Context: an optimization exercise on an open-source flow, tuned for small area, a short achievable clock period and few clock cycles per item. The choices shown serve that exercise and are no tape-out recipe. At most, simulation tests tie the RTL to the original design; equivalence was not proved. No functional check of the RTL was part of runs 2 to 5. Power and IR drop assume default switching activity.

### flow/config.mk
export PLATFORM = sky130hd
export DESIGN_NAME = saes_core
export DESIGN_NICKNAME = saes_core
export VERILOG_FILES = /design/flow/design.v
export SDC_FILE = /design/flow/constraint.sdc
export NUM_CORES = 4
export LEC_CHECK = 0
export ABC_AREA = 1
export CAP_MARGIN = 20
export CORE_MARGIN = 2
export CORE_UTILIZATION = 50
export SETUP_SLACK_MARGIN = 3
export SLEW_MARGIN = 20
### flow/constraint.sdc
create_clock -name core_clock -period 10.0 [get_ports {clk}]
set_input_delay 2.0000 -clock core_clock [delete_from_list [all_inputs] [get_ports {clk}]]
set_output_delay 2.0000 -clock core_clock [all_outputs]
set_load 0.01 [all_outputs]
### flow/design.v
module saes_core (
    input  wire        clk,
    input  wire        rst,
    input  wire        cmd_valid,
    output wire        cmd_ready,
    input  wire [23:0] cmd,
    output wire        rsp_valid,
    input  wire        rsp_ready,
    output wire        rsp_err,
    output wire [15:0] rsp_data
);
    localparam [7:0] OP_RDST  = 8'h01, OP_RST   = 8'h02, OP_GFM   = 8'h10,
                     OP_SBX   = 8'h20, OP_ISBX  = 8'h21, OP_SBB   = 8'h22,
                     OP_ISBB  = 8'h23, OP_LDS   = 8'h30, OP_RDS   = 8'h31,
                     OP_RDN   = 8'h32, OP_WRN   = 8'h33, OP_RDM   = 8'h34,
                     OP_WRM   = 8'h35, OP_RTN   = 8'h36, OP_LDK   = 8'h40,
                     OP_RDK   = 8'h41, OP_KEXP  = 8'h42, OP_RDW   = 8'h43,
                     OP_RDRK  = 8'h44, OP_ARK   = 8'h50, OP_ARKI  = 8'h51,
                     OP_SUBN  = 8'h52, OP_ISUBN = 8'h53, OP_MIXC  = 8'h54,
                     OP_IMIXC = 8'h55, OP_SHRW  = 8'h56, OP_ENC   = 8'h58,
                     OP_DEC   = 8'h59, OP_TRC   = 8'h60, OP_RDTI  = 8'h61,
                     OP_RDTS  = 8'h62, OP_RDTK  = 8'h63, OP_RDTW  = 8'h64;
    localparam [2:0] E_ILLEGAL = 3'd1, E_INDEX = 3'd2, E_NOKEY = 3'd3, E_NOTRACE = 3'd4;
    localparam [15:0] SB0 = 16'hC8B9, SB1 = 16'hEB0C, SB2 = 16'hF192, SB3 = 16'h705D;
    localparam [15:0] IB0 = 16'h48BE, IB1 = 16'h8DA9, IB2 = 16'hF1A2, IB3 = 16'hD0CD;
    function [3:0] sbox;
        input [3:0] n;
        sbox = {SB3[n], SB2[n], SB1[n], SB0[n]};
    endfunction
    function [3:0] isbox;
        input [3:0] n;
        isbox = {IB3[n], IB2[n], IB1[n], IB0[n]};
    endfunction
    function [3:0] xt;
        input [3:0] a;
        xt = {a[2:0], 1'b0} ^ (a[3] ? 4'h3 : 4'h0);
    endfunction
    function [3:0] gfmul;
        input [3:0] a;
        input [3:0] b;
        reg   [3:0] a1, a2, a3;
        begin
            a1 = xt(a);
            a2 = xt(a1);
            a3 = xt(a2);
            gfmul = (b[0] ? a : 4'h0) ^ (b[1] ? a1 : 4'h0) ^
                    (b[2] ? a2 : 4'h0) ^ (b[3] ? a3 : 4'h0);
        end
    endfunction
    function [3:0] mul2;
        input [3:0] a;
        mul2 = xt(a);
    endfunction
    function [3:0] mul4;
        input [3:0] a;
        mul4 = xt(xt(a));
    endfunction
    function [3:0] mul9;
        input [3:0] a;
        mul9 = xt(xt(xt(a))) ^ a;
    endfunction
    function [15:0] subn;
        input [15:0] s;
        subn = {sbox(s[15:12]), sbox(s[11:8]), sbox(s[7:4]), sbox(s[3:0])};
    endfunction
    function [15:0] isubn;
        input [15:0] s;
        isubn = {isbox(s[15:12]), isbox(s[11:8]), isbox(s[7:4]), isbox(s[3:0])};
    endfunction
    function [15:0] shr;
        input [15:0] s;
        shr = {s[15:12], s[3:0], s[7:4], s[11:8]};
    endfunction
    function [15:0] mix;
        input [15:0] s;
        mix = {s[15:12] ^ mul4(s[11:8]), mul4(s[15:12]) ^ s[11:8],
               s[7:4]   ^ mul4(s[3:0]),  mul4(s[7:4])   ^ s[3:0]};
    endfunction
    function [15:0] imix;
        input [15:0] s;
        imix = {mul9(s[15:12]) ^ mul2(s[11:8]), mul2(s[15:12]) ^ mul9(s[11:8]),
                mul9(s[7:4])   ^ mul2(s[3:0]),  mul2(s[7:4])   ^ mul9(s[3:0])};
    endfunction
    function [47:0] expandkey;
        input [15:0] key;
        reg   [7:0]  w0, w1, w2, w3, w4, w5;
        begin
            w0 = key[15:8];
            w1 = key[7:0];
            w2 = w0 ^ {sbox(w1[3:0]), sbox(w1[7:4])} ^ 8'h80;
            w3 = w2 ^ w1;
            w4 = w2 ^ {sbox(w3[3:0]), sbox(w3[7:4])} ^ 8'h30;
            w5 = w4 ^ w3;
            expandkey = {w0, w1, w2, w3, w4, w5};
        end
    endfunction
    reg [15:0] S, K, TX, TK;
    reg        KSV, TRV, MODE, ERR;
    reg [2:0]  ECODE;
    reg        pend, hold_err;
    reg [15:0] hold_data;
    wire [7:0]  op  = cmd[23:16];
    wire [15:0] imm = cmd[15:0];
    wire        stall;
    wire        accept = cmd_valid && !pend && !stall;
    assign cmd_ready = !pend && !stall;
    assign rsp_valid = pend || (cmd_valid && !stall);
    reg         csrc, cmode;
    wire [15:0] cx = csrc ? TX : S;
    wire [15:0] ck = csrc ? TK : K;
    wire        m  = cmode;
    reg  [31:0] EXW;
    wire [47:0] CW = {ck, EXW};
    wire [15:0] C0 = ck, C1 = EXW[31:16], C2 = EXW[15:0];
    wire [15:0] c2 = cx ^ (m ? C2 : C0);
    wire [15:0] c4 = m ? isubn(shr(c2)) : subn(shr(c2));
    wire [15:0] c3 = m ? shr(c2) : shr(c4);
    wire [15:0] cz = m ? (c4 ^ C1) : c4;
    wire [15:0] cm = m ? imix(cz) : mix(cz);
    wire [15:0] c5 = m ? cz : cm;
    wire [15:0] c6_nx = m ? cm : (cm ^ C1);
    reg  [15:0] MID;
    reg         mid_ok;
    wire [15:0] c6 = MID;
    wire [15:0] c8 = m ? isubn(shr(c6)) : subn(shr(c6));
    wire [15:0] c7 = m ? shr(c6) : shr(c8);
    wire [15:0] c9 = c8 ^ (m ? C0 : C2);
    wire need_k  = (op == OP_RDW) || (op == OP_RDRK) || (op == OP_ARK);
    wire need_cm = (op == OP_ENC) || (op == OP_DEC) || (op == OP_TRC);
    wire need_cm_mode = (op == OP_TRC) ? imm[0] : op[0];
    wire need_t  = (op == OP_RDTK) || (op == OP_RDTW);
    wire need_ts = (op == OP_RDTS);
    wire need_mid = (op == OP_ENC) || (op == OP_DEC) || (op == OP_TRC) ||
                    ((op == OP_RDTS) && (imm[3] || (imm[2] && imm[1])));
    assign stall = (need_mid && !mid_ok) ||
                 (need_k && csrc) ||
                 (need_cm && (csrc || cmode != need_cm_mode)) ||
                 (need_t && !csrc) ||
                 (need_ts && (!csrc || cmode != MODE));
    wire [3:0] ti = imm[3:0];
    wire [2:0] tj = imm[6:4];
    reg [15:0] tr_state, tr_rk;
    reg        tr_has_rk;
    always @(*) begin
        tr_state = TX;
        tr_rk    = 16'h0000;
        case (ti)
            4'd2: begin tr_state = c2; tr_rk = MODE ? C2 : C0; end
            4'd3: tr_state = c3;
            4'd4: tr_state = c4;
            4'd5: begin tr_state = c5; tr_rk = MODE ? C1 : 16'h0000; end
            4'd6: begin tr_state = c6; tr_rk = MODE ? 16'h0000 : C1; end
            4'd7: tr_state = c7;
            4'd8: tr_state = c8;
            4'd9, 4'd10: begin
                tr_state = c9;
                if (ti == 4'd9) tr_rk = MODE ? C0 : C2;
            end
            default: ;
        endcase
        tr_has_rk = (ti == 4'd2) || (ti == 4'd9) || (ti == 4'd5 && MODE) || (ti == 4'd6 && !MODE);
    end
    wire       tr_mid = MODE && (ti >= 4'd2) && (ti <= 4'd9);
    wire [7:0] tr_word = (ti != 4'd1) ? 8'h00 :
                         (tj == 3'd0) ? CW[47:40] : (tj == 3'd1) ? CW[39:32] :
                         (tj == 3'd2) ? CW[31:24] : (tj == 3'd3) ? CW[23:16] :
                         (tj == 3'd4) ? CW[15:8]  : CW[7:0];
    wire [15:0] rk_i = (imm[1:0] == 2'd0) ? C0 : (imm[1:0] == 2'd1) ? C1 : C2;
    wire [7:0]  w_i  = (imm[2:0] == 3'd0) ? CW[47:40] : (imm[2:0] == 3'd1) ? CW[39:32] :
                       (imm[2:0] == 3'd2) ? CW[31:24] : (imm[2:0] == 3'd3) ? CW[23:16] :
                       (imm[2:0] == 3'd4) ? CW[15:8]  : CW[7:0];
    reg         ex_err;
    reg  [2:0]  ex_code;
    reg  [15:0] ex_data;
    reg         ex_wr_s;
    reg  [15:0] ex_s;
    always @(*) begin
        ex_err  = 1'b0;
        ex_code = 3'd0;
        ex_data = 16'h0000;
        ex_wr_s = 1'b0;
        ex_s    = S;
        case (op)
            OP_RDST:  ex_data = {5'b0, ECODE, TRV, 1'b0, TRV, TRV, ERR, MODE, TRV, KSV};
            OP_RST:   ex_data = 16'h0000;
            OP_GFM:   ex_data = {12'h000, gfmul(imm[7:4], imm[3:0])};
            OP_SBX:   ex_data = {12'h000, sbox(imm[3:0])};
            OP_ISBX:  ex_data = {12'h000, isbox(imm[3:0])};
            OP_SBB:   ex_data = {8'h00, sbox(imm[7:4]), sbox(imm[3:0])};
            OP_ISBB:  ex_data = {8'h00, isbox(imm[7:4]), isbox(imm[3:0])};
            OP_LDS:   begin ex_wr_s = 1'b1; ex_s = imm; end
            OP_RDS:   ex_data = S;
            OP_RDN, OP_RDM: begin
                case ((op == OP_RDN) ? imm[1:0] : {imm[0], imm[1]})
                    2'd0: ex_data = {12'h000, S[15:12]};
                    2'd1: ex_data = {12'h000, S[11:8]};
                    2'd2: ex_data = {12'h000, S[7:4]};
                    default: ex_data = {12'h000, S[3:0]};
                endcase
            end
            OP_WRN, OP_WRM: begin
                ex_wr_s = 1'b1;
                case ((op == OP_WRN) ? imm[5:4] : {imm[4], imm[5]})
                    2'd0: ex_s = {imm[3:0], S[11:0]};
                    2'd1: ex_s = {S[15:12], imm[3:0], S[7:0]};
                    2'd2: ex_s = {S[15:8], imm[3:0], S[3:0]};
                    default: ex_s = {S[15:4], imm[3:0]};
                endcase
            end
            OP_RTN:   ex_data = {8'h00, imm[3:0], imm[7:4]};
            OP_LDK:   ex_data = 16'h0000;
            OP_RDK:   ex_data = K;
            OP_KEXP:  ex_data = 16'h0000;
            OP_RDW: begin
                if (imm[2:0] > 3'd5) begin
                    ex_err = 1'b1; ex_code = E_INDEX;
                end else if (!KSV) begin
                    ex_err = 1'b1; ex_code = E_NOKEY;
                end else begin
                    ex_data = {8'h00, w_i};
                end
            end
            OP_RDRK, OP_ARK: begin
                if (imm[1:0] == 2'd3) begin
                    ex_err = 1'b1; ex_code = E_INDEX;
                end else if (!KSV) begin
                    ex_err = 1'b1; ex_code = E_NOKEY;
                end else if (op == OP_RDRK) begin
                    ex_data = rk_i;
                end else begin
                    ex_wr_s = 1'b1;
                    ex_s    = S ^ rk_i;
                end
            end
            OP_ARKI:  begin ex_wr_s = 1'b1; ex_s = S ^ imm; end
            OP_SUBN:  begin ex_wr_s = 1'b1; ex_s = subn(S); end
            OP_ISUBN: begin ex_wr_s = 1'b1; ex_s = isubn(S); end
            OP_MIXC:  begin ex_wr_s = 1'b1; ex_s = mix(S); end
            OP_IMIXC: begin ex_wr_s = 1'b1; ex_s = imix(S); end
            OP_SHRW:  begin ex_wr_s = 1'b1; ex_s = shr(S); end
            OP_ENC:   begin ex_wr_s = 1'b1; ex_s = c9; end
            OP_DEC:   begin ex_wr_s = 1'b1; ex_s = c9; end
            OP_TRC:   begin ex_wr_s = 1'b1; ex_s = c9; end
            OP_RDTI, OP_RDTS, OP_RDTK, OP_RDTW: begin
                if (ti > 4'd10 || (op == OP_RDTW && tj > 3'd5)) begin
                    ex_err = 1'b1; ex_code = E_INDEX;
                end else if (!TRV) begin
                    ex_err = 1'b1; ex_code = E_NOTRACE;
                end else begin
                    case (op)
                        OP_RDTI: ex_data = {6'b0, ti == 4'd1, tr_has_rk, 3'b000, tr_mid, ti};
                        OP_RDTS: ex_data = tr_state;
                        OP_RDTK: ex_data = tr_rk;
                        default: ex_data = {8'h00, tr_word};
                    endcase
                end
            end
            default: begin
                ex_err = 1'b1; ex_code = E_ILLEGAL;
            end
        endcase
        if (ex_wr_s) ex_data = ex_s;
        if (ex_err) ex_data = {13'b0, ex_code};
    end
    assign rsp_err  = pend ? hold_err  : ex_err;
    assign rsp_data = pend ? hold_data : ex_data;
    always @(posedge clk) begin
        if (rst || (accept && op == OP_RST)) begin
            S     <= 16'h0000;
            K     <= 16'h0000;
            KSV   <= 1'b0;
            TRV   <= 1'b0;
            MODE  <= 1'b0;
            ERR   <= 1'b0;
            ECODE <= 3'd0;
        end else if (accept) begin
            if (ex_err) begin
                if (!ERR) begin
                    ERR   <= 1'b1;
                    ECODE <= ex_code;
                end
            end else begin
                if (ex_wr_s) S <= ex_s;
                if (op == OP_LDK) begin
                    K   <= imm;
                    KSV <= 1'b0;
                end
                if (op == OP_KEXP || op == OP_ENC || op == OP_DEC || op == OP_TRC)
                    KSV <= 1'b1;
                if (op == OP_TRC) begin
                    MODE <= imm[0];
                    TRV  <= 1'b1;
                end
            end
        end
    end
    always @(posedge clk) begin
        if (accept && op == OP_TRC) begin
            TX <= S;
            TK <= K;
        end
    end
    always @(posedge clk) begin
        if (rst) begin
            pend <= 1'b0;
        end else begin
            pend <= pend ? !rsp_ready : (accept && !rsp_ready);
        end
    end
    wire clr     = rst || (accept && op == OP_RST);
    wire set_cfg = cmd_valid && !pend && stall;
    wire csrc_nx  = clr ? 1'b0 :
                    set_cfg ? (need_t || need_ts) :
                    (accept && op == OP_TRC) ? 1'b1 : csrc;
    wire cmode_nx = clr ? 1'b0 :
                    set_cfg ? (need_ts ? MODE : need_cm_mode) :
                    (accept && op == OP_TRC) ? imm[0] : cmode;
    wire [47:0] EXP0 = expandkey(16'h0000);
    wire [47:0] exw_imm   = expandkey(imm);
    wire [47:0] exw_other = expandkey(csrc ? K : TK);
    wire        sw_src    = set_cfg && ((need_t || need_ts) != csrc);
    always @(posedge clk) begin
        csrc  <= csrc_nx;
        cmode <= cmode_nx;
        if (clr)
            EXW <= EXP0[31:0];
        else if (accept && op == OP_LDK && !csrc)
            EXW <= exw_imm[31:0];
        else if (sw_src)
            EXW <= exw_other[31:0];
    end
    wire opnd_write = accept && !ex_err &&
                      ((ex_wr_s && op != OP_TRC) || op == OP_LDK || op == OP_RST);
    always @(posedge clk) begin
        MID    <= c6_nx;
        mid_ok <= !clr && !opnd_write && csrc_nx == csrc && cmode_nx == cmode;
    end
    always @(posedge clk) begin
        if (!pend) begin
            hold_err  <= ex_err;
            hold_data <= ex_data;
        end
    end
endmodule
### flow/flow/run.sh
#!/bin/bash
# Layout flow: the standard layout (standard.sh), with these changes:
#  - synthesis: Yosys's adder extraction is skipped (ADDER_MAP_FILE empty), so the
#    XOR-heavy cipher logic is mapped by ABC instead of being frozen into half-adder
#    cells, and ABC maps with flow/abc.script (deep AIG resynthesis, then area mapping)
#    in place of ORFS's abc_area.script;
#  - placement: every input and output port still gets its own buffer, but a buf_4
#    rather than the default choice (a slow delay cell).
# Everything else, including register names and cell types, is the standard flow's.
set -euo pipefail
export FLOW_WORK="$PWD"
export FLOW_ABC_SCRIPT="$PWD/flow/abc.script"
bash standard.sh ADDER_MAP_FILE= SYNTH_SCRIPT="$PWD/flow/synth.tcl" \
  BUFFER_PORTS_ARGS="-buffer_cell sky130_fd_sc_hd__buf_4" finish > standard_flow.log 2>&1
### flow/flow/abc.script
strash
&get -n
&deepsyn -T 30
&put
dch -f
map -a
topo
stime -c
buffer -c
upsize -c
dnsize -c
### flow/flow/synth.tcl
# The standard flow's synthesis script (synth_recipe.tcl), with ABC's -script replaced by this flow's.
proc abc {args} {
  set i [lsearch -exact $args -script]
  if { $i >= 0 } { lset args [expr { $i + 1 }] $::env(FLOW_ABC_SCRIPT) }
  yosys abc {*}$args
}
source $::env(FLOW_WORK)/synth_recipe.tcl
### flow/standard.sh
#!/bin/bash
# synth_recipe.tcl (not shown) runs the flow's synth.tcl, then flattens the netlist and writes it again
# the make line also repeats each setting of config.mk as NAME=value (left out here)
make -C /OpenROAD-flow-scripts/flow DESIGN_CONFIG=/design/flow/config.mk WORK_HOME=/design/flow/orfs CLKGATE_MAP_FILE= SYNTH_SCRIPT=/design/flow/synth_recipe.tcl "${@:-finish}"
==> results of run 1 <==
[metal layers]
metal	track usage, %	routed length, microns	share of wire (%)
met1	68.3	31200	34
met2	79.5	35900	39
met3	20.7	14500	16
met4	46.3	9640	11
met5	0	0	0
[power breakdown]
| group | internal [uW] | switching, uW |
|---|---|---|
| logic | 259 | 682 |
| registers | 607 | 50.6 |
| clock network | 358 | 301 |
| total | 1220 | 1030 |
[final timing paths]
kind,startpoint,endpoint,slack (ps),cells after the start
hold / removal,K[12],TK[12],440,0
hold reg to reg,K[12],TK[12],440,0
setup / recovery,cmd[0],rsp_data[7],2840,10
setup reg to reg,csrc,hold_data[9],5490,18
[stage by stage]
step	instances	util [%]	hold slack, ps	setup WS, ps	area (sq um)
2_1_floorplan	2449	-	406	3680	15100
3_3_place_gp	2807	52.9	410	1760	15700
3_5_place_dp	2807	52.9	423	1630	15700
4_1_cts	2858	56.5	438	2970	16800
5_1_grt	2879	58.3	447	2830	17300
6_report	2881	58.3	438	2840	17300
[layout make-up]
type	count	area share, %
inverters	330	7.55
repair buffers	119	5.81
multi-input cells	1868	62.4
diodes	2	0.0289
well taps	390	2.82
flip-flops and latches	140	18.1
clock buffers	19	2.62
repair inverters	1	0.0289
clock inverters	12	0.657
[flip-flops by register name, summed over array words and instances, names as in the netlist]
name	count
pend	1
KSV	1
K	16
MODE	1
csrc	1
cmode	1
TRV	1
MID	16
TX	16
hold_err	1
mid_ok	1
EXW	32
hold_data	16
TK	16
ECODE	3
ERR	1
S	16
[placed cells by master (no fill, tap or decap), types with 69 or more instances in the layout]
master and instances:
o21ai_0 207, xor2_1 82, nor2_1 300, o21ai_1 69
a21oi_1 175, dfxtp_1 104, buf_4 110, inv_1 252
o22ai_1 90, nand2_1 358
[cell families after synthesis]
| group | Yosys count |
|---|---|
| AND/OR/NAND/NOR | 877 |
| AO/OA/AOI/OAI | 871 |
| buffers and inverters | 441 |
| flip-flops | 140 |
| XOR/XNOR | 118 |
| multiplexers | 2 |
[worst max-delay path, cell delays in order]
cell and delay, ps:
buf_16 160, inv_4 260, nor2_1 140, a221oi_1 850, o22ai_2 260, a211oi_1 560
o2111ai_2 260, a31oi_2 310, o31ai_1 130, buf_4 180
[what timing repair did]
item                                    in CTS  in global routing
resized for setup                           93                 83
pin swaps                                    5                 15
endpoints found under the setup margin      18                 16
cloned                                       1                  1
setup buffers                               19                 19
==> impl_metrics.toml, run 1 <==
[clock_network]
clock-sinks = 140
clk_latency_ps = 470
cts_tree = "done"
cts_buffers = 17
htree_levels = 4
holdBufCountCts = 0
clk_path_buf_depth = 2
clockRootBuffer = "clkbuf_16"
path_clk_slew_ps = 60

[floorplanning]
core-area_sq_um = 29700
die_y_microns = 178
die_x_microns = 178
start_util_pct = 50.9
fp.dieArea_sq_um = 31700
std_cell_rows = 63
ios = 47

[timing]
max_freq_mhz = 140
finalMaxSlewViolations = 0
setup_viol = 0
fin_tns_setup_ps = 0
post-route-period-util_pct = 71.6
rsz0062_at_grt = "yes"
hold_viol = 0
fin_skew_ps = 14.9
period_minus_slack_ps = 7160
worst_pin_slew_ps = 1180
slew_headroom_pct = 20.2

[global_routing]
globalRouteOverflowTotal = 0
grt_pass1_vias = 19200
gr-usage-all-layers_pct = 56.5
grt_first_pass_wirelength_mm = 128
grt_max_degree = 84
antenna_found_initial = 2

[synth]
avgSynthCellArea_sq_um = 6.18
yosysTopAreaCellShare_pct = 14.3
syn-num-nets = 2477
synthCells = 2449
ys_seq_elements = 140
synth_top_area_cell = "dfxtp_1"
synth-simple-area-share_pct = 24.0
synthTopCellsByArea = "dfxtp_1, nand2_1, nor2_1"
yosysMostFrequentCell = "nand2_1"
synth-edff-count = 32
netlist_top_cells_count = "nand2_1, nor2_1, inv_1"
syn_area_sq_um = 15100
synth_mux_area_share_pct = 0.132
synth_cell_type_count = 65
synth_top_family_by_area = "compound AO/OA/AOI/OAI gates"
synth_ff_type = "dfxtp_1"
synth_xor_area_share_pct = 7.18
yosys_warnings = 1
seq_area_frac_synth_pct = 20.6
async_flop_share_pct = 0
synth_compound_area_share_pct = 36.7
synthAdderAreaFrac_pct = 0

[placed_design]
dpl.hpwl_mm = 68.9
gp_congestion = 1.17
io_buffers = 46

[cells_and_area]
drive_gt1_share_pct = 14.9
multi_input_area_sq_um = 10800
area_delta_synth_final_pct = 14.6
fin_nets = 2505
seq_area_sq_um = 3130
fill_cells = 2849

[route]
firstDrtPassIters = 10
viasPerCell = 7.36
routed_wl_mm = 91.3
drtIter0Drc = 4293
vias = 21200
drtAntennaViolNets = 0
drc = 0
avgRoutedWirePerCell_microns = 31.7

[worst_setup_path]
crit_arrival_ps = 5160
crit_type = "input pin to output port"
crit_path_max_fanout = 31
start_kind = "input pin"
worstSetupEndpointType = "output port"
cp.required_ps = 8000

[power]
total_leakage_power_uw = 0.00671
power_density_nw_per_um2 = 130
totalPowerFinal_uw = 2260
vdd_drop_max_uv = 126

[run]
cap_viol_max_count = 0

[min_path]
hold_class = "register to register"

[outcome]
status = "timing/DRC/antenna clean"
Testbench counts, summed over its fixed seeds: cycles 81,729, cmds 75,981.
==> inputs of run 2 (changes only) <==
--- a/flow/design.v
+++ b/flow/design.v
@@ -119,8 +119,5 @@
     wire [15:0] cm = m ? imix(cz) : mix(cz);
     wire [15:0] c5 = m ? cz : cm;
-    wire [15:0] c6_nx = m ? cm : (cm ^ C1);
-    reg  [15:0] MID;
-    reg         mid_ok;
-    wire [15:0] c6 = MID;
+    wire [15:0] c6 = m ? cm : (cm ^ C1);
     wire [15:0] c8 = m ? isubn(shr(c6)) : subn(shr(c6));
     wire [15:0] c7 = m ? shr(c6) : shr(c8);
@@ -131,8 +128,5 @@
     wire need_t  = (op == OP_RDTK) || (op == OP_RDTW);
     wire need_ts = (op == OP_RDTS);
-    wire need_mid = (op == OP_ENC) || (op == OP_DEC) || (op == OP_TRC) ||
-                    ((op == OP_RDTS) && (imm[3] || (imm[2] && imm[1])));
-    assign stall = (need_mid && !mid_ok) ||
-                 (need_k && csrc) ||
+    assign stall = (need_k && csrc) ||
                  (need_cm && (csrc || cmode != need_cm_mode)) ||
                  (need_t && !csrc) ||
@@ -308,31 +302,31 @@
         end
     end
-    wire clr     = rst || (accept && op == OP_RST);
-    wire set_cfg = cmd_valid && !pend && stall;
-    wire csrc_nx  = clr ? 1'b0 :
-                    set_cfg ? (need_t || need_ts) :
-                    (accept && op == OP_TRC) ? 1'b1 : csrc;
-    wire cmode_nx = clr ? 1'b0 :
-                    set_cfg ? (need_ts ? MODE : need_cm_mode) :
-                    (accept && op == OP_TRC) ? imm[0] : cmode;
-    wire [47:0] EXP0 = expandkey(16'h0000);
-    wire [47:0] exw_imm   = expandkey(imm);
-    wire [47:0] exw_other = expandkey(csrc ? K : TK);
-    wire        sw_src    = set_cfg && ((need_t || need_ts) != csrc);
+    reg        csrc_nx, cmode_nx;
+    reg [15:0] k_nx, tk_nx;
+    always @(*) begin
+        csrc_nx  = csrc;
+        cmode_nx = cmode;
+        if (cmd_valid && !pend) begin
+            if (stall) begin
+                csrc_nx  = need_t || need_ts;
+                cmode_nx = need_ts ? MODE : need_cm_mode;
+            end else if (op == OP_TRC) begin
+                csrc_nx  = 1'b1;
+                cmode_nx = imm[0];
+            end
+        end
+        if (rst) begin
+            csrc_nx  = 1'b0;
+            cmode_nx = 1'b0;
+        end
+        k_nx  = (rst || (accept && op == OP_RST)) ? 16'h0000 :
+                (accept && op == OP_LDK) ? imm : K;
+        tk_nx = (accept && op == OP_TRC) ? K : TK;
+    end
+    wire [47:0] exw_nx = expandkey(csrc_nx ? tk_nx : k_nx);
     always @(posedge clk) begin
         csrc  <= csrc_nx;
         cmode <= cmode_nx;
-        if (clr)
-            EXW <= EXP0[31:0];
-        else if (accept && op == OP_LDK && !csrc)
-            EXW <= exw_imm[31:0];
-        else if (sw_src)
-            EXW <= exw_other[31:0];
-    end
-    wire opnd_write = accept && !ex_err &&
-                      ((ex_wr_s && op != OP_TRC) || op == OP_LDK || op == OP_RST);
-    always @(posedge clk) begin
-        MID    <= c6_nx;
-        mid_ok <= !clr && !opnd_write && csrc_nx == csrc && cmode_nx == cmode;
+        EXW   <= exw_nx[31:0];
     end
     always @(posedge clk) begin
==> flow/flow/run.sh (replaced) <==
#!/bin/bash
# Layout flow: the standard layout (standard.sh), with two changes to synthesis only:
#  - Yosys's adder extraction is skipped (ADDER_MAP_FILE empty), so the XOR-heavy cipher
#    logic is mapped by ABC instead of being frozen into half-adder cells;
#  - ABC maps with flow/abc.script (deep AIG resynthesis, then area mapping) in place of
#    ORFS's abc_area.script.
# Everything else, including register names and cell types, is the standard flow's.
set -euo pipefail
export FLOW_WORK="$PWD"
export FLOW_ABC_SCRIPT="$PWD/flow/abc.script"
bash standard.sh ADDER_MAP_FILE= SYNTH_SCRIPT="$PWD/flow/synth.tcl" finish > standard_flow.log 2>&1
--- a/flow/config.mk
+++ b/flow/config.mk
@@ -9,5 +9,5 @@
 export CAP_MARGIN = 20
 export CORE_MARGIN = 2
-export CORE_UTILIZATION = 50
-export SETUP_SLACK_MARGIN = 3
+export CORE_UTILIZATION = 40
+export SETUP_SLACK_MARGIN = 2
 export SLEW_MARGIN = 20
==> impl_metrics.toml, run 2 <==
[cells_and_area]
fin_nets = 2444
layout_common_cells = "nand2_1, nor2_1, inv_1, o21ai_0, buf_4"
largest-register = "EXW"
area_delta_synth_final_pct = 31.3
drive_gt1_share_pct = 23.2
final_cells = 2879
final_cell_area_sq_um = 18100
fill_cells = 3331
final_common_cell = "nand2_1"
largest_reg_flops = 32

[floorplanning]
ios = 47
start_util_pct = 40.9
die_x_microns = 190
die_y_microns = 190
fp.dieArea_sq_um = 35900
core-area_sq_um = 33700
std_cell_rows = 67

[timing]
hold_viol = 0
slew_headroom_pct = 28.2
fin_skew_ps = 19.0
max_freq_mhz = 120
period_minus_slack_ps = 8350
setup_viol = 0
hold-worst-slack_ps = 475
finalMaxSlewViolations = 0
rsz0062_at_grt = "yes"
worst_pin_slew_ps = 1080
fin_tns_setup_ps = 0
post-route-period-util_pct = 83.5

[synth]
async_flop_share_pct = 0
syn-num-nets = 2271
ys_seq_elements = 123
synth_top_area_cell = "dfxtp_1"
yosysTopAreaCellShare_pct = 15.5
synth-edff-count = 16
seq_area_frac_synth_pct = 19.0
netlist_top_cells_count = "nand2_1, nor2_1, inv_1"
yosysMostFrequentCell = "nand2_1"
synth_cell_type_count = 68
synth_ff_type = "dfxtp_1"
synthCells = 2243
avgSynthCellArea_sq_um = 6.14
synthTopCellsByArea = "dfxtp_1, nand2_1, nor2_1"
yosys_warnings = 1
syn_area_sq_um = 13800

[worst_setup_path]
cpPeakStageDelay_ps = 570
crit_path_max_fanout = 9
path_cells = "clkdlybuf4s50_1 -> inv_1 -> nor2_1 -> buf_4 -> clkinv_1 -> nor3_1 -> buf_4 -> inv_1 -> o221ai_1 -> a2111oi_2 -> o221ai_1 -> a211oi_2 -> a31oi_1 -> o211ai_1 -> a21oi_2 -> clkdlybuf4s50_1"
startpoint = "cmd[0]"
cp.required_ps = 8000
crit_type = "input pin to output port"
worstSetupEndpointType = "output port"
crit_arrival_ps = 6350
r2r_slack_ps = 4200
start_kind = "input pin"
cp_slowest_cell = "clkdlybuf4s50_1"
endpoint = "rsp_data[2]"
r2r_end = "hold_data[0]"
reg2reg_from = "csrc"
r2r_cells = 34

[route]
vias = 20200
routed_wl_mm = 92.6
drtIter0Drc = 3730
avgRoutedWirePerCell_microns = 32.2
drtAntennaViolNets = 0
drc = 0
viasPerCell = 7.02
firstDrtPassIters = 7

[global_routing]
antenna_found_initial = 7
grt_max_degree = 47
globalRouteOverflowTotal = 0
grt_first_pass_wirelength_mm = 127
grt_pass1_vias = 18000
gr-usage-all-layers_pct = 49.1

[power]
total_leakage_power_uw = 0.00722
totalPowerFinal_uw = 2800
power_density_nw_per_um2 = 155
vdd_drop_max_uv = 144

[min_path]
whs_path_depth = 2
hold_class = "register to register"

[clock_network]
cts_buffers = 17
holdBufCountCts = 0
htree_levels = 4
cts_tree = "done"
clk_path_buf_depth = 2
path_clk_slew_ps = 70
clock-sinks = 123
clk_latency_ps = 450
clockRootBuffer = "clkbuf_16"

[placed_design]
dpl.hpwl_mm = 69.8
dp.cells = 2745
gp_congestion = 1.20
placed_cell_area_sq_um = 15100
io_buffers = 46

[run]
cap_viol_max_count = 0

[outcome]
status = "timing/DRC/antenna clean"
[run 2: cell types whose count changed after synthesis, sizes merged, moves of 13 or more]
cell    delta
edfxtp    -16
clkbuf    -18
inv       -18
o221ai    -13
nand2     -29
o21ai     -28
a21oi     -31
[run 2: critical path, delay by kind of cell]
kind	cells	cell delay, ps
and+or+nand+nor	2	650
buffers and inverters	7	2220
AOI/OAI and AO/OA	7	1470
[run 2: routing by layer]
metal / up-vias / wire, microns / track usage, % / part of all wire [%]
li1: 8178 / - / - / -
met1: 9419 / 33400 / 63.4 / 36
met2: 2095 / 35500 / 67.0 / 38
met3: 521 / 16300 / 21.5 / 18
met4: 2 / 7400 / 29.0 / 8.0
met5: - / 11 / 0 / 0.012
[run 2: repair_timing]
action                                  in CTS  in global routing
endpoints found under the setup margin      34                 34
buffers inserted                            30                 67
pin swaps                                   33                 67
cloned                                       1                  1
resized for setup                          180                198
[run 2: cell families after synthesis]
logic type                count (synthesis)  share of synthesized area [%]
muxes                                     2                          0.145
buffers and inverters                   400                           11.2
and+or+nand+nor                         822                           24.7
DFF                                     123                           19.0
xor gates and xnor gates                124                           8.40
AOI/OAI and AO/OA                       772                           36.6
[run 2: how the worst min path moves through the flow]
stage | start | to
CTS | hold_err | hold_err
global route | hold_err | hold_err
detailed placement | hold_err | hold_err
finish | hold_err | hold_err
global placement | ERR | ERR
floorplan | S[0] | TX[0]
[run 2: report_power, final]
part | internal (uW) | switching [uW] | total (uW)
combinational | 563 | 1040 | 1610
sequential | 525 | 58.8 | 584
clock | 327 | 283 | 610
total | 1410 | 1390 | 2800
[run 2: cell type report]
| type | instances | area [sq um] | area share, % |
|---|---|---|---|
| well taps | 448 | 561 | 3.10 |
| flip-flops and latches | 123 | 2640 | 14.6 |
| inverters | 315 | 1240 | 6.88 |
| repair buffers | 238 | 1980 | 11.0 |
| repair inverters | 1 | 16.3 | 0.0899 |
| multi-input cells | 1720 | 11100 | 61.3 |
| clock inverters | 14 | 125 | 0.692 |
| diodes | 2 | 5.00 | 0.0277 |
| clock buffers | 18 | 429 | 2.37 |
[run 2: stage by stage]
stage	util (%)	setup WS, ps
after floorplan	-	3130
after global placement	44.9	559
after detailed placement	44.9	782
after CTS	49.7	1780
after global routing	53.6	1570
final	53.7	1650
==> inputs of run 3 (changes only) <==
--- a/flow/design.v
+++ b/flow/design.v
@@ -102,34 +102,23 @@
     wire [7:0]  op  = cmd[23:16];
     wire [15:0] imm = cmd[15:0];
-    wire        stall;
-    wire        accept = cmd_valid && !pend && !stall;
-    assign cmd_ready = !pend && !stall;
-    assign rsp_valid = pend || (cmd_valid && !stall);
-    reg         csrc, cmode;
-    wire [15:0] cx = csrc ? TX : S;
-    wire [15:0] ck = csrc ? TK : K;
-    wire        m  = cmode;
-    reg  [31:0] EXW;
-    wire [47:0] CW = {ck, EXW};
-    wire [15:0] C0 = ck, C1 = EXW[31:16], C2 = EXW[15:0];
-    wire [15:0] c2 = cx ^ (m ? C2 : C0);
-    wire [15:0] c4 = m ? isubn(shr(c2)) : subn(shr(c2));
-    wire [15:0] c3 = m ? shr(c2) : shr(c4);
-    wire [15:0] cz = m ? (c4 ^ C1) : c4;
-    wire [15:0] cm = m ? imix(cz) : mix(cz);
-    wire [15:0] c5 = m ? cz : cm;
-    wire [15:0] c6 = m ? cm : (cm ^ C1);
-    wire [15:0] c8 = m ? isubn(shr(c6)) : subn(shr(c6));
-    wire [15:0] c7 = m ? shr(c6) : shr(c8);
-    wire [15:0] c9 = c8 ^ (m ? C0 : C2);
-    wire need_k  = (op == OP_RDW) || (op == OP_RDRK) || (op == OP_ARK);
-    wire need_cm = (op == OP_ENC) || (op == OP_DEC) || (op == OP_TRC);
-    wire need_cm_mode = (op == OP_TRC) ? imm[0] : op[0];
-    wire need_t  = (op == OP_RDTK) || (op == OP_RDTW);
-    wire need_ts = (op == OP_RDTS);
-    assign stall = (need_k && csrc) ||
-                 (need_cm && (csrc || cmode != need_cm_mode)) ||
-                 (need_t && !csrc) ||
-                 (need_ts && (!csrc || cmode != MODE));
+    wire        accept = cmd_valid && !pend;
+    assign cmd_ready = !pend;
+    assign rsp_valid = pend || cmd_valid;
+    wire [47:0] W  = expandkey(K);
+    wire [15:0] K0 = W[47:32], K1 = W[31:16], K2 = W[15:0];
+    wire [15:0] enc_s = shr(subn(mix(shr(subn(S ^ K0))) ^ K1)) ^ K2;
+    wire [15:0] dec_s = isubn(shr(imix(isubn(shr(S ^ K2)) ^ K1))) ^ K0;
+    wire [47:0] TW  = expandkey(TK);
+    wire [15:0] T0 = TW[47:32], T1 = TW[31:16], T2 = TW[15:0];
+    wire [15:0] c2 = TX ^ (MODE ? T2 : T0);
+    wire [15:0] c4 = MODE ? isubn(shr(c2)) : subn(shr(c2));
+    wire [15:0] c3 = MODE ? shr(c2) : shr(c4);
+    wire [15:0] cz = MODE ? (c4 ^ T1) : c4;
+    wire [15:0] cm = MODE ? imix(cz) : mix(cz);
+    wire [15:0] c5 = MODE ? cz : cm;
+    wire [15:0] c6 = MODE ? cm : (cm ^ T1);
+    wire [15:0] c8 = MODE ? isubn(shr(c6)) : subn(shr(c6));
+    wire [15:0] c7 = MODE ? shr(c6) : shr(c8);
+    wire [15:0] c9 = c8 ^ (MODE ? T0 : T2);
     wire [3:0] ti = imm[3:0];
     wire [2:0] tj = imm[6:4];
@@ -140,14 +129,14 @@
         tr_rk    = 16'h0000;
         case (ti)
-            4'd2: begin tr_state = c2; tr_rk = MODE ? C2 : C0; end
+            4'd2: begin tr_state = c2; tr_rk = MODE ? T2 : T0; end
             4'd3: tr_state = c3;
             4'd4: tr_state = c4;
-            4'd5: begin tr_state = c5; tr_rk = MODE ? C1 : 16'h0000; end
-            4'd6: begin tr_state = c6; tr_rk = MODE ? 16'h0000 : C1; end
+            4'd5: begin tr_state = c5; tr_rk = MODE ? T1 : 16'h0000; end
+            4'd6: begin tr_state = c6; tr_rk = MODE ? 16'h0000 : T1; end
             4'd7: tr_state = c7;
             4'd8: tr_state = c8;
             4'd9, 4'd10: begin
                 tr_state = c9;
-                if (ti == 4'd9) tr_rk = MODE ? C0 : C2;
+                if (ti == 4'd9) tr_rk = MODE ? T0 : T2;
             end
             default: ;
@@ -157,11 +146,11 @@
     wire       tr_mid = MODE && (ti >= 4'd2) && (ti <= 4'd9);
     wire [7:0] tr_word = (ti != 4'd1) ? 8'h00 :
-                         (tj == 3'd0) ? CW[47:40] : (tj == 3'd1) ? CW[39:32] :
-                         (tj == 3'd2) ? CW[31:24] : (tj == 3'd3) ? CW[23:16] :
-                         (tj == 3'd4) ? CW[15:8]  : CW[7:0];
-    wire [15:0] rk_i = (imm[1:0] == 2'd0) ? C0 : (imm[1:0] == 2'd1) ? C1 : C2;
-    wire [7:0]  w_i  = (imm[2:0] == 3'd0) ? CW[47:40] : (imm[2:0] == 3'd1) ? CW[39:32] :
-                       (imm[2:0] == 3'd2) ? CW[31:24] : (imm[2:0] == 3'd3) ? CW[23:16] :
-                       (imm[2:0] == 3'd4) ? CW[15:8]  : CW[7:0];
+                         (tj == 3'd0) ? TW[47:40] : (tj == 3'd1) ? TW[39:32] :
+                         (tj == 3'd2) ? TW[31:24] : (tj == 3'd3) ? TW[23:16] :
+                         (tj == 3'd4) ? TW[15:8]  : TW[7:0];
+    wire [15:0] rk_i = (imm[1:0] == 2'd0) ? K0 : (imm[1:0] == 2'd1) ? K1 : K2;
+    wire [7:0]  w_i  = (imm[2:0] == 3'd0) ? W[47:40] : (imm[2:0] == 3'd1) ? W[39:32] :
+                       (imm[2:0] == 3'd2) ? W[31:24] : (imm[2:0] == 3'd3) ? W[23:16] :
+                       (imm[2:0] == 3'd4) ? W[15:8]  : W[7:0];
     reg         ex_err;
     reg  [2:0]  ex_code;
@@ -233,7 +222,7 @@
             OP_IMIXC: begin ex_wr_s = 1'b1; ex_s = imix(S); end
             OP_SHRW:  begin ex_wr_s = 1'b1; ex_s = shr(S); end
-            OP_ENC:   begin ex_wr_s = 1'b1; ex_s = c9; end
-            OP_DEC:   begin ex_wr_s = 1'b1; ex_s = c9; end
-            OP_TRC:   begin ex_wr_s = 1'b1; ex_s = c9; end
+            OP_ENC:   begin ex_wr_s = 1'b1; ex_s = enc_s; end
+            OP_DEC:   begin ex_wr_s = 1'b1; ex_s = dec_s; end
+            OP_TRC:   begin ex_wr_s = 1'b1; ex_s = imm[0] ? dec_s : enc_s; end
             OP_RDTI, OP_RDTS, OP_RDTK, OP_RDTW: begin
                 if (ti > 4'd10 || (op == OP_RDTW && tj > 3'd5)) begin
@@ -299,35 +288,7 @@
             pend <= 1'b0;
         end else begin
-            pend <= pend ? !rsp_ready : (accept && !rsp_ready);
+            pend <= pend ? !rsp_ready : (cmd_valid && !rsp_ready);
         end
     end
-    reg        csrc_nx, cmode_nx;
-    reg [15:0] k_nx, tk_nx;
-    always @(*) begin
-        csrc_nx  = csrc;
-        cmode_nx = cmode;
-        if (cmd_valid && !pend) begin
-            if (stall) begin
-                csrc_nx  = need_t || need_ts;
-                cmode_nx = need_ts ? MODE : need_cm_mode;
-            end else if (op == OP_TRC) begin
-                csrc_nx  = 1'b1;
-                cmode_nx = imm[0];
-            end
-        end
-        if (rst) begin
-            csrc_nx  = 1'b0;
-            cmode_nx = 1'b0;
-        end
-        k_nx  = (rst || (accept && op == OP_RST)) ? 16'h0000 :
-                (accept && op == OP_LDK) ? imm : K;
-        tk_nx = (accept && op == OP_TRC) ? K : TK;
-    end
-    wire [47:0] exw_nx = expandkey(csrc_nx ? tk_nx : k_nx);
-    always @(posedge clk) begin
-        csrc  <= csrc_nx;
-        cmode <= cmode_nx;
-        EXW   <= exw_nx[31:0];
-    end
     always @(posedge clk) begin
         if (!pend) begin
==> flow/flow/run.sh (replaced) <==
#!/bin/bash
# Layout flow: the standard layout (standard.sh) run whole, with one change:
# Yosys's adder extraction (extract_fa + adder techmap) is skipped, so the XOR-heavy
# cipher logic is mapped by ABC instead of being frozen into half-adder cells.
# Registers, their names and cell types are those of the standard synthesis.
set -euo pipefail
bash standard.sh ADDER_MAP_FILE= finish > standard_flow.log 2>&1
--- a/flow/config.mk
+++ b/flow/config.mk
@@ -10,4 +10,4 @@
 export CORE_MARGIN = 2
 export CORE_UTILIZATION = 40
-export SETUP_SLACK_MARGIN = 2
+export SETUP_SLACK_MARGIN = 3
 export SLEW_MARGIN = 20
removed: flow/flow/abc.script
removed: flow/flow/synth.tcl
==> impl_metrics.toml, run 3 <==
[clock_network]
clock-sinks = 89
clk_path_buf_depth = 2
path_clk_slew_ps = 80
cts_tree = "done"
htree_levels = 3
clockRootBuffer = "clkbuf_16"
holdBufCountCts = 0
cts_buffers = 9
clk_latency_ps = 390

[cells_and_area]
fin_nets = 4131
area_delta_synth_final_pct = 44.3
multi_input_area_sq_um = 19500
final_common_cell = "nand2_1"
fill_cells = 4673
seq_area_sq_um = 2130
drive_gt1_share_pct = 33.8
layout_common_cells = "nand2_1, buf_4, inv_1, nand3_1, nand2_2"

[worst_setup_path]
crit_type = "register to output port"
cp_common_cell = "nand2_1"
worstSetupEndpointType = "output port"
crit_path_max_fanout = 5
start_kind = "register"
crit_arrival_ps = 6030
cp_slowest_cell = "edfxtp_1"
cpPeakStageDelay_ps = 960
cp.required_ps = 8000

[global_routing]
grt_first_pass_wirelength_mm = 172
antenna_found_initial = 8
globalRouteOverflowTotal = 0
met2_usage_pct = 67.0
gr-usage-all-layers_pct = 44.4
busiest_layer = "met2"
grt_max_degree = 92
grt_pass1_vias = 27700
grtUsageMet3_pct = 12.6
use_met1_pct = 50.8

[timing]
fin_skew_ps = 14.5
max_freq_mhz = 124
setup_viol = 0
fin_ws_ps = 1970
post-route-period-util_pct = 80.3
fin_tns_setup_ps = 0
worst_pin_slew_ps = 1020
finalMaxSlewViolations = 0
rsz0062_at_grt = "yes"
period_minus_slack_ps = 8030
slew_headroom_pct = 31.5
hold_viol = 0

[synth]
yosysMostFrequentCell = "nand2_1"
yosysTopAreaCellShare_pct = 22.2
synth_cell_type_count = 65
syn-num-nets = 3731
synthTopCellsByArea = "nand2_1, nand3_1, inv_1"
synth_ff_type = "dfxtp_1"
netlist_top_cells_count = "nand2_1, nand3_1, inv_1"
seq_area_frac_synth_pct = 10.5
ys_seq_elements = 89
syn_area_sq_um = 20000
synth_top_area_cell = "nand2_1"
synth-edff-count = 32
async_flop_share_pct = 0
synthCells = 3703
avgSynthCellArea_sq_um = 5.40
yosys_warnings = 1

[route]
viasPerCell = 6.42
firstDrtPassIters = 16
vias = 30600
routed_wl_mm = 122
avgRoutedWirePerCell_microns = 25.6
drtIter0Drc = 5469
drc = 0
drtAntennaViolNets = 0

[power]
power_density_nw_per_um2 = 41.0
total_leakage_power_uw = 0.0131
vdd_drop_max_uv = 70.2

[outcome]
status = "timing/DRC/antenna clean"

[placed_design]
post-place-ws_ps = 980
dpl.hpwl_mm = 82.5
io_buffers = 46
gp_congestion = 1.11

[floorplanning]
ios = 47
core-area_sq_um = 49200
fp.dieArea_sq_um = 51800
start_util_pct = 40.7
die_y_microns = 228
die_x_microns = 228
std_cell_rows = 81

[run]
cap_viol_max_count = 0

[min_path]
hold_class = "register to register"
[run 3: cell types whose count changed in the layout (fill, tap and decap cells not counted), moves of 75 or more]
cell,change
nand2_1,+557
nand3_1,+259
buf_4,+233
nand2_2,+218
nand3_2,+147
nand2_4,+104
nor2_1,-75
[run 3: layout make-up]
class                           instances  share of cell area (%)
Multi-Input combinational cell       3054                    67.6
Timing Repair Buffer                  528                    15.1
Sequential cell                        89                    7.39
Inverter                              421                    5.97
Tap cell                              664                    2.88
Clock buffer                            9                   0.781
Clock inverter                          7                   0.256
Antenna cell                            3                  0.0260
[run 3: kinds of logic (layout without fill, tap and decap cells)]
| group | after synthesis | in the layout | share of synthesized area (%) |
|---|---|---|---|
| AOI/OAI and AO/OA | 761 | 761 | 23.7 |
| xor gates and xnor gates | 167 | 167 | 9.29 |
| buffers and inverters | 563 | 965 | 11.1 |
| DFF | 89 | 89 | 10.5 |
| other | 0 | 3 | 0 |
| and+or+nand+nor | 2123 | 2126 | 45.4 |
[run 3: critical path, delay by kind of cell (launching register included)]
family / cells / cell delay, ps
and+or+nand+nor: 29 / 3160
buffers and inverters: 6 / 1010
xor gates and xnor gates: 2 / 340
AOI/OAI and AO/OA: 2 / 150
DFF: 1 / 960
[run 3: path summary, 6_finish.rpt]
check	to	depth (start not counted)	startpoint	slack [ps]
setup / recovery	rsp_data[3]	39	TK[13]	1970
hold reg to reg	hold_data[11]	2	hold_data[11]	450
hold / removal	hold_data[11]	2	hold_data[11]	450
setup reg to reg	S[5]	58	K[1]	2760
[run 3: through the flow]
stage	total power [uW]	hold WS, ps	cells	area, sq um	util [%]
after floorplan	605	403	3703	20000	-
after global placement	730	437	4344	21200	43.2
after detailed placement	728	435	4344	21200	43.2
after CTS	1130	447	4660	26600	54.1
after global routing	1210	454	4772	28800	58.7
final	1180	446	4775	28800	58.7
[run 3: routing by layer]
metal	up-vias	routed length, microns
li1	13300	-
met3	933	16000
met1	13800	41800
met2	2543	50300
met5	-	26
met4	2	14200
[run 3: timing repair]
item                                    4_1_cts  5_1_grt
endpoints found under the setup margin       17       18
gates cloned                                  2        1
resized for setup                           809      349
buffers inserted                            298      111
pin swaps                                   231      227
[run 3: power breakdown]
part / internal (uW) / switching [uW] / leakage (uW)
registers: 375 / 2.88 / 0.000728
clock network: 178 / 192 / 0.000149
logic: 146 / 289 / 0.0122
total: 698 / 483 / 0.0131
==> inputs of run 4 (changes only) <==
--- a/flow/config.mk
+++ b/flow/config.mk
@@ -10,4 +10,3 @@
 export CORE_MARGIN = 2
 export CORE_UTILIZATION = 40
-export SETUP_SLACK_MARGIN = 3
 export SLEW_MARGIN = 20
==> impl_metrics.toml, run 4 <==
[min_path]
whs_path_depth = 2
hold_class = "register to register"

[power]
total_leakage_power_uw = 0.00996
totalPowerFinal_uw = 1100
power_density_nw_per_um2 = 51.2
vdd_drop_max_uv = 69.8

[synth]
synth_cell_type_count = 65
syn_area_sq_um = 20000
synth_mux_area_share_pct = 0
synth-simple-area-share_pct = 45.4
synthCells = 3703
ys_seq_elements = 89
synth_ff_type = "dfxtp_1"
netlist_top_cells_count = "nand2_1, nand3_1, inv_1"
synth_xor_area_share_pct = 9.29
async_flop_share_pct = 0
synth_top_area_cell = "nand2_1"
synth_compound_area_share_pct = 23.7
syn-num-nets = 3731
synthAdderAreaFrac_pct = 0
avgSynthCellArea_sq_um = 5.40
yosys_warnings = 1
seq_area_frac_synth_pct = 10.5
synthTopCellsByArea = "nand2_1, nand3_1, inv_1"
synth_top_family_by_area = "simple AND/OR/NAND/NOR gates"
yosysTopAreaCellShare_pct = 22.2
yosysMostFrequentCell = "nand2_1"
synth-edff-count = 32

[worst_setup_path]
start_kind = "register"
crit_path_max_fanout = 12
cp.required_ps = 8000
critPathTopFamily = "simple AND/OR/NAND/NOR gates"
cp_slowest_cell = "edfxtp_1"
cp.depth = 40
crit_type = "register to output port"
crit_buf_inv = 5
cpPeakStageDelay_ps = 620
crit_arrival_ps = 7370
r2r_cells = 43
cp_common_cell = "nand2_1"
worstSetupEndpointType = "output port"

[clock_network]
clk_latency_ps = 390
cts_tree = "done"
clk_path_buf_depth = 2
clockRootBuffer = "clkbuf_16"
holdBufCountCts = 0
path_clk_slew_ps = 80
cts_buffers = 9
clock-sinks = 89
ctsResizeCount = 0
htree_levels = 3
cts_setup_buffers = 0

[cells_and_area]
fill_cells = 5602
drive_gt1_share_pct = 6.41
fin_nets = 3719
final_cell_area_sq_um = 21500
layout_common_cells = "nand2_1, nand3_1, inv_1, nor2_1, o21ai_0"
final_common_cell = "nand2_1"
area_delta_synth_final_pct = 7.78

[route]
drtIter0Drc = 4279
routed_wl_mm = 106
vias = 27100
viasPerCell = 6.22
firstDrtPassIters = 9
drc = 0
avgRoutedWirePerCell_microns = 24.2
drtAntennaViolNets = 0

[global_routing]
gr-usage-all-layers_pct = 40.2
grt_first_pass_wirelength_mm = 155
grt_max_degree = 92
met2_usage_pct = 62.2
grt_pass1_vias = 24600
globalRouteOverflowTotal = 0
use_met1_pct = 48.2
antenna_found_initial = 4
busiest_layer = "met2"
grtUsageMet3_pct = 7.83

[timing]
max_freq_mhz = 107
rsz0062_at_grt = "no"
post-route-period-util_pct = 93.7
worst_pin_slew_ps = 1160
period_minus_slack_ps = 9370
slew_headroom_pct = 23.0
fin_tns_setup_ps = 0
finalMaxSlewViolations = 0
hold-worst-slack_ps = 453
setup_viol = 0
hold_viol = 0
fin_skew_ps = 14.7

[outcome]
status = "timing/DRC/antenna clean"

[floorplanning]
std_cell_rows = 81
core-area_sq_um = 49200
die_y_microns = 228
start_util_pct = 40.7
ios = 47
die_x_microns = 228
fp.dieArea_sq_um = 51800

[run]
cap_viol_max_count = 0

[placed_design]
placed_cell_area_sq_um = 21200
gp_congestion = 1.11
dpl.hpwl_mm = 82.5
io_buffers = 46
run 4: cell counts after synthesis:
No cell type changed its count.
run 4: tightest hold or removal path, stage by stage (launching register included):
cell and delay [ps]:
dfxtp_1 310, nand2_1 40, nand2_1 70
run 4: per-layer routing:
layer | wire length, microns | part of all wire, %
met1 | 38900 | 37
met2 | 44700 | 42
met3 | 11500 | 11
met4 | 10500 | 10
met5 | 13 | 0.012
run 4: path summary, 6_finish.rpt:
| path | from | to | slack, ps |
|---|---|---|---|
| worst max register to register | TK[5] | hold_data[8] | 3440 |
| worst min register to register | hold_data[10] | hold_data[10] | 450 |
| worst max-delay path | TK[5] | rsp_data[10] | 630 |
| worst min-delay path | hold_data[10] | hold_data[10] | 450 |
run 4: where the power goes:
group	switching [uW]	total, uW	internal, uW
Clock	188	365	177
Combinational	249	358	109
Sequential	2.80	380	377
run 4: final cells by class:
| cell class | instances | area [sq um] | share of cell area, % |
|---|---|---|---|
| flip-flops and latches | 89 | 2100 | 9.76 |
| inverters | 421 | 1590 | 7.40 |
| well taps | 664 | 831 | 3.86 |
| clock buffers | 9 | 225 | 1.05 |
| multi-input cells | 3051 | 15700 | 72.8 |
| diodes | 2 | 5.00 | 0.0232 |
| repair buffers | 119 | 1020 | 4.74 |
| clock inverters | 7 | 73.8 | 0.343 |
run 4: stage by stage:
stage	cells	utilization (%)	setup WS [ps]
2_1_floorplan	3703	-	3580
5_1_grt	4360	43.8	90.0
4_1_cts	4360	43.8	881
3_5_place_dp	4344	43.2	980
6_report	4362	43.8	627
3_3_place_gp	4344	43.2	1240
run 4: kinds of logic (layout without fill, tap and decap cells):
logic type / count (synthesis) / in the layout
AOI/OAI and AO/OA: 761 / 761
xor gates and xnor gates: 167 / 167
buffers and inverters: 563 / 556
DFF: 89 / 89
other: 0 / 2
and+or+nand+nor: 2123 / 2123
==> inputs of run 5 (changes only) <==
--- a/flow/design.v
+++ b/flow/design.v
@@ -22,13 +22,21 @@
                      OP_RDTS  = 8'h62, OP_RDTK  = 8'h63, OP_RDTW  = 8'h64;
     localparam [2:0] E_ILLEGAL = 3'd1, E_INDEX = 3'd2, E_NOKEY = 3'd3, E_NOTRACE = 3'd4;
-    localparam [15:0] SB0 = 16'hC8B9, SB1 = 16'hEB0C, SB2 = 16'hF192, SB3 = 16'h705D;
-    localparam [15:0] IB0 = 16'h48BE, IB1 = 16'h8DA9, IB2 = 16'hF1A2, IB3 = 16'hD0CD;
     function [3:0] sbox;
         input [3:0] n;
-        sbox = {SB3[n], SB2[n], SB1[n], SB0[n]};
+        case (n)
+            4'h0: sbox = 4'h9; 4'h1: sbox = 4'h4; 4'h2: sbox = 4'hA; 4'h3: sbox = 4'hB;
+            4'h4: sbox = 4'hD; 4'h5: sbox = 4'h1; 4'h6: sbox = 4'h8; 4'h7: sbox = 4'h5;
+            4'h8: sbox = 4'h6; 4'h9: sbox = 4'h2; 4'hA: sbox = 4'h0; 4'hB: sbox = 4'h3;
+            4'hC: sbox = 4'hC; 4'hD: sbox = 4'hE; 4'hE: sbox = 4'hF; default: sbox = 4'h7;
+        endcase
     endfunction
     function [3:0] isbox;
         input [3:0] n;
-        isbox = {IB3[n], IB2[n], IB1[n], IB0[n]};
+        case (n)
+            4'h0: isbox = 4'hA; 4'h1: isbox = 4'h5; 4'h2: isbox = 4'h9; 4'h3: isbox = 4'hB;
+            4'h4: isbox = 4'h1; 4'h5: isbox = 4'h7; 4'h6: isbox = 4'h8; 4'h7: isbox = 4'hF;
+            4'h8: isbox = 4'h6; 4'h9: isbox = 4'h0; 4'hA: isbox = 4'h2; 4'hB: isbox = 4'h3;
+            4'hC: isbox = 4'hC; 4'hD: isbox = 4'h4; 4'hE: isbox = 4'hD; default: isbox = 4'hE;
+        endcase
     endfunction
     function [3:0] xt;
@@ -111,14 +119,20 @@
     wire [47:0] TW  = expandkey(TK);
     wire [15:0] T0 = TW[47:32], T1 = TW[31:16], T2 = TW[15:0];
-    wire [15:0] c2 = TX ^ (MODE ? T2 : T0);
-    wire [15:0] c4 = MODE ? isubn(shr(c2)) : subn(shr(c2));
-    wire [15:0] c3 = MODE ? shr(c2) : shr(c4);
-    wire [15:0] cz = MODE ? (c4 ^ T1) : c4;
-    wire [15:0] cm = MODE ? imix(cz) : mix(cz);
-    wire [15:0] c5 = MODE ? cz : cm;
-    wire [15:0] c6 = MODE ? cm : (cm ^ T1);
-    wire [15:0] c8 = MODE ? isubn(shr(c6)) : subn(shr(c6));
-    wire [15:0] c7 = MODE ? shr(c6) : shr(c8);
-    wire [15:0] c9 = c8 ^ (MODE ? T0 : T2);
+    wire [15:0] e2 = TX ^ T0;
+    wire [15:0] e3 = subn(e2);
+    wire [15:0] e4 = shr(e3);
+    wire [15:0] e5 = mix(e4);
+    wire [15:0] e6 = e5 ^ T1;
+    wire [15:0] e7 = subn(e6);
+    wire [15:0] e8 = shr(e7);
+    wire [15:0] e9 = e8 ^ T2;
+    wire [15:0] d2 = TX ^ T2;
+    wire [15:0] d3 = shr(d2);
+    wire [15:0] d4 = isubn(d3);
+    wire [15:0] d5 = d4 ^ T1;
+    wire [15:0] d6 = imix(d5);
+    wire [15:0] d7 = shr(d6);
+    wire [15:0] d8 = isubn(d7);
+    wire [15:0] d9 = d8 ^ T0;
     wire [3:0] ti = imm[3:0];
     wire [2:0] tj = imm[6:4];
@@ -129,13 +143,13 @@
         tr_rk    = 16'h0000;
         case (ti)
-            4'd2: begin tr_state = c2; tr_rk = MODE ? T2 : T0; end
-            4'd3: tr_state = c3;
-            4'd4: tr_state = c4;
-            4'd5: begin tr_state = c5; tr_rk = MODE ? T1 : 16'h0000; end
-            4'd6: begin tr_state = c6; tr_rk = MODE ? 16'h0000 : T1; end
-            4'd7: tr_state = c7;
-            4'd8: tr_state = c8;
+            4'd2: begin tr_state = MODE ? d2 : e2; tr_rk = MODE ? T2 : T0; end
+            4'd3: tr_state = MODE ? d3 : e3;
+            4'd4: tr_state = MODE ? d4 : e4;
+            4'd5: begin tr_state = MODE ? d5 : e5; tr_rk = MODE ? T1 : 16'h0000; end
+            4'd6: begin tr_state = MODE ? d6 : e6; tr_rk = MODE ? 16'h0000 : T1; end
+            4'd7: tr_state = MODE ? d7 : e7;
+            4'd8: tr_state = MODE ? d8 : e8;
             4'd9, 4'd10: begin
-                tr_state = c9;
+                tr_state = MODE ? d9 : e9;
                 if (ti == 4'd9) tr_rk = MODE ? T0 : T2;
             end
==> flow/run.sh (new file) <==
#!/bin/bash
# synth_recipe.tcl (not shown) runs the flow's synth.tcl, then flattens the netlist and writes it again
# the make line also repeats each setting of config.mk as NAME=value (left out here)
make -C /OpenROAD-flow-scripts/flow DESIGN_CONFIG=/design/flow/config.mk WORK_HOME=/design/flow/orfs CLKGATE_MAP_FILE= SYNTH_SCRIPT=/design/flow/synth_recipe.tcl finish
--- a/flow/config.mk
+++ b/flow/config.mk
@@ -6,5 +6,4 @@
 export NUM_CORES = 4
 export LEC_CHECK = 0
-export ABC_AREA = 1
 export CAP_MARGIN = 20
 export CORE_MARGIN = 2
removed: flow/flow/run.sh
removed: flow/standard.sh
==> impl_metrics.toml, run 5 <==
[clock_network]
clockRootBuffer = "clkbuf_16"
cts_buffers = 17
htree_levels = 4
holdBufCountCts = 0
clock-sinks = 137
clk_path_buf_depth = 2
clk_latency_ps = 490
cts_tree = "done"
ctsResizeCount = 0
path_clk_slew_ps = 80
cts_setup_buffers = 0

[power]
vdd_drop_max_uv = 98.9
power_density_nw_per_um2 = 61.4
total_leakage_power_uw = 0.0117

[synth]
synth_cell_type_count = 120
yosysMostFrequentCell = "nand2_1"
synthTopCellsByArea = "ha_1, dfxtp_1, xnor2_1"
ys_seq_elements = 137
synth_compound_area_share_pct = 27.5
synthAdderAreaFrac_pct = 13.2
async_flop_share_pct = 0
synth_top_area_cell = "ha_1"
synth-simple-area-share_pct = 17.0
yosysTopAreaCellShare_pct = 13.2
seq_area_frac_synth_pct = 11.4
synth-edff-count = 32
syn-num-nets = 3778
syn_area_sq_um = 26800
synth_mux_area_share_pct = 7.76
netlist_top_cells_count = "nand2_1, ha_1, nor2_1"
synth_xor_area_share_pct = 17.0
synthCells = 3468
synth_top_family_by_area = "compound AO/OA/AOI/OAI gates"
yosys_warnings = 1
avgSynthCellArea_sq_um = 7.73
synth_ff_type = "dfxtp_1"

[route]
drc = 0
firstDrtPassIters = 9
viasPerCell = 6.61
drtIter0Drc = 4290
vias = 28700
routed_wl_mm = 120
drtAntennaViolNets = 0
avgRoutedWirePerCell_microns = 27.6

[placed_design]
dp.cells = 4303
dpl.hpwl_mm = 90.7
gp_congestion = 1.06
io_buffers = 46

[min_path]
hold_class = "register to register"

[worst_setup_path]
crit_type = "register to output port"
crit_buf_inv = 4
crit_arrival_ps = 7800
cp.required_ps = 8000
cp_slowest_cell = "edfxtp_1"
start_kind = "register"
cpPeakStageDelay_ps = 740
critPathTopFamily = "XOR/XNOR gates"
reg2reg_from = "K[0]"
path_cells = "xor3_1 -> inv_1 -> ha_1 -> mux2i_1 -> o2bb2ai_1 -> xnor2_1 -> inv_1 -> ha_1 -> mux4_2 -> xnor2_2 -> xnor3_1 -> xnor2_2 -> inv_2 -> ha_1 -> mux2i_1 -> a21oi_1 -> o221ai_1 -> o211ai_1 -> a31oi_1 -> clkdlybuf4s50_1"
cp_common_cell = "ha_1"
r2r_slack_ps = 2420
cp.depth = 20
crit_path_max_fanout = 8
r2r_cells = 25
worstSetupEndpointType = "output port"
endpoint = "rsp_data[8]"
startpoint = "TK[8]"

[timing]
fin_tns_setup_ps = 0
setup_viol = 0
slew_headroom_pct = 22.1
rsz0062_at_grt = "no"
worst_pin_slew_ps = 1160
period_minus_slack_ps = 9800
finalMaxSlewViolations = 0
post-route-period-util_pct = 98.0
max_freq_mhz = 102
fin_skew_ps = 26.0
hold_viol = 0

[floorplanning]
die_y_microns = 263
die_x_microns = 263
ios = 47
core-area_sq_um = 66100
start_util_pct = 40.6
fp.dieArea_sq_um = 69100
std_cell_rows = 94

[cells_and_area]
layout_common_cells = "nand2_1, ha_1, nor2_1, o21ai_0, a21oi_1"
drive_gt1_share_pct = 10.3
final_common_cell = "nand2_1"
fin_nets = 3768
final_cells = 4335
area_delta_synth_final_pct = 9.00
fill_cells = 6725
num_antenna_cells = 0

[global_routing]
grt_max_degree = 82
grt_pass1_vias = 26000
gr-usage-all-layers_pct = 33.3
antenna_found_initial = 5
globalRouteOverflowTotal = 0
grt_first_pass_wirelength_mm = 174

[run]
cap_viol_max_count = 0

[outcome]
status = "timing/DRC/antenna clean"
[run 5: changes by cell type after synthesis, sizes merged, moves of 37 or more]
cell | before | now
nand3 | 518 | 69
mux2i | 0 | 121
a21oi | 187 | 239
xnor3 | 0 | 37
nand2 | 1224 | 341
a221oi | 17 | 57
nor3 | 38 | 84
clkbuf | 95 | 176
ha | 0 | 282
inv | 404 | 173
a211oi | 11 | 49
dfxtp | 57 | 105
xnor2 | 44 | 240
[run 5: final cells by class]
cell class | count | area, sq um | area share, %
Clock buffer | 17 | 425 | 1.46
Clock inverter | 15 | 158 | 0.539
Inverter | 175 | 657 | 2.25
Multi-Input combinational cell | 2923 | 22200 | 75.9
Sequential cell | 137 | 3070 | 10.5
Tap cell | 864 | 1080 | 3.70
Timing Repair Buffer | 204 | 1650 | 5.66
[run 5: cell families (layout without fill, tap and decap cells)]
kind of cell               Yosys count  after routing
DFF                                137            137
xor gates and xnor gates           414            414
muxes                              171            171
and+or+nand+nor                    980            980
AOI/OAI and AO/OA                 1076           1076
adders and majority gates          282            282
buffers and inverters              408            411
[run 5: worst min path at each step]
stage,from,end,slack (ps),cells past startpoint
2_1_floorplan,K[13],TK[13],400,0
3_3_place_gp,hold_err,hold_err,440,2
3_5_place_dp,hold_err,hold_err,450,2
4_1_cts,hold_err,hold_err,460,2
5_1_grt,hold_err,hold_err,500,2
6_report,hold_err,hold_err,450,2
[run 5: metrics by stage]
| stage | worst slack, ps | area, sq um | total power [uW] | utilization, % | hold slack [ps] |
|---|---|---|---|---|---|
| finish | 199 | 29200 | 1790 | 44.2 | 455 |
| global route | 18.2 | 29200 | 1850 | 44.2 | 497 |
| CTS | 26.6 | 29200 | 1760 | 44.2 | 457 |
| detailed placement | 597 | 28600 | 1110 | 43.3 | 446 |
| global placement | 766 | 28600 | 1110 | 43.3 | 442 |
| floorplan | 2600 | 26800 | 932 | - | 403 |
[run 5: routing by layer]
metal  vias up  part of all wire, %  wire (microns)  global-route usage (%)
met5         -                0.047              56                       0
met4         8                  8.6           10300                    23.7
met3       582                   12           14400                    8.32
met2      1961                   42           49800                    49.9
met1     13500                   38           45100                    41.7
li1      12600                    -               -                       -
[run 5: worst reg2reg max path, stage by stage, from the launching register on]
cell       delay (ps)
dfxtp_1           610
xor3_2            680
ha_1              360
mux2i_1           260
o2bb2ai_4         220
xnor2_2           390
inv_1             200
ha_1              250
nand2_1            60
a21oi_1            50
a2111oi_2         340
o2111ai_1         270
or3_1             410
and2_1            270
xnor2_2           340
ha_1              300
inv_1              50
nor2_1             40
a22oi_1           150
o31ai_1           110
mux2i_1           170
a21oi_1           790
inv_1             270
ha_1              360
inv_1              70
mux4_2            460
[run 5: power by group]
| group | switching [uW] | internal (uW) |
|---|---|---|
| combinational | 362 | 195 |
| sequential | 4.06 | 569 |
| clock | 313 | 351 |

## port drivers added, routing unchanged
How much do the figures lean on ideal ports? The routed layouts below were timed once more, with nothing changed but the port constraints. Step 1 (the two cells are an assumption about what drives the block):
set clk [get_ports {clk}]
set_driving_cell -lib_cell sky130_fd_sc_hd__clkbuf_16 $clk
set_driving_cell -lib_cell sky130_fd_sc_hd__buf_2 [delete_from_list [all_inputs] $clk]
Step 2 also shifts input and output timing later by t, the mid clock arrival at the registers, as if the neighbouring blocks saw the same clock. Slacks: ideal / step 1 / step 2; pairs: ideal / step 1.
run | shift t [ns] | slack for setup (ns) | slew at the worst register clock pin (ns)
run 1 | 0.522 | 2.840 / 2.766 / 2.766 | 0.07 / 0.07
run 2 | 0.495 | 1.646 / 1.620 / 1.620 | 0.08 / 0.08
run 3 | 0.434 | 1.967 / 1.912 / 2.346 | 0.09 / 0.09
run 4 | 0.431 | 0.627 / 0.574 / 0.733 | 0.09 / 0.09
run 5 | 0.547 | 0.199 / 0.129 / 0.663 | 0.08 / 0.08
After both steps setup and hold are still met in every run listed. The setup slack of run 1, which loses most, moves by -0.074 ns with the drivers and by -0.074 ns with both steps.
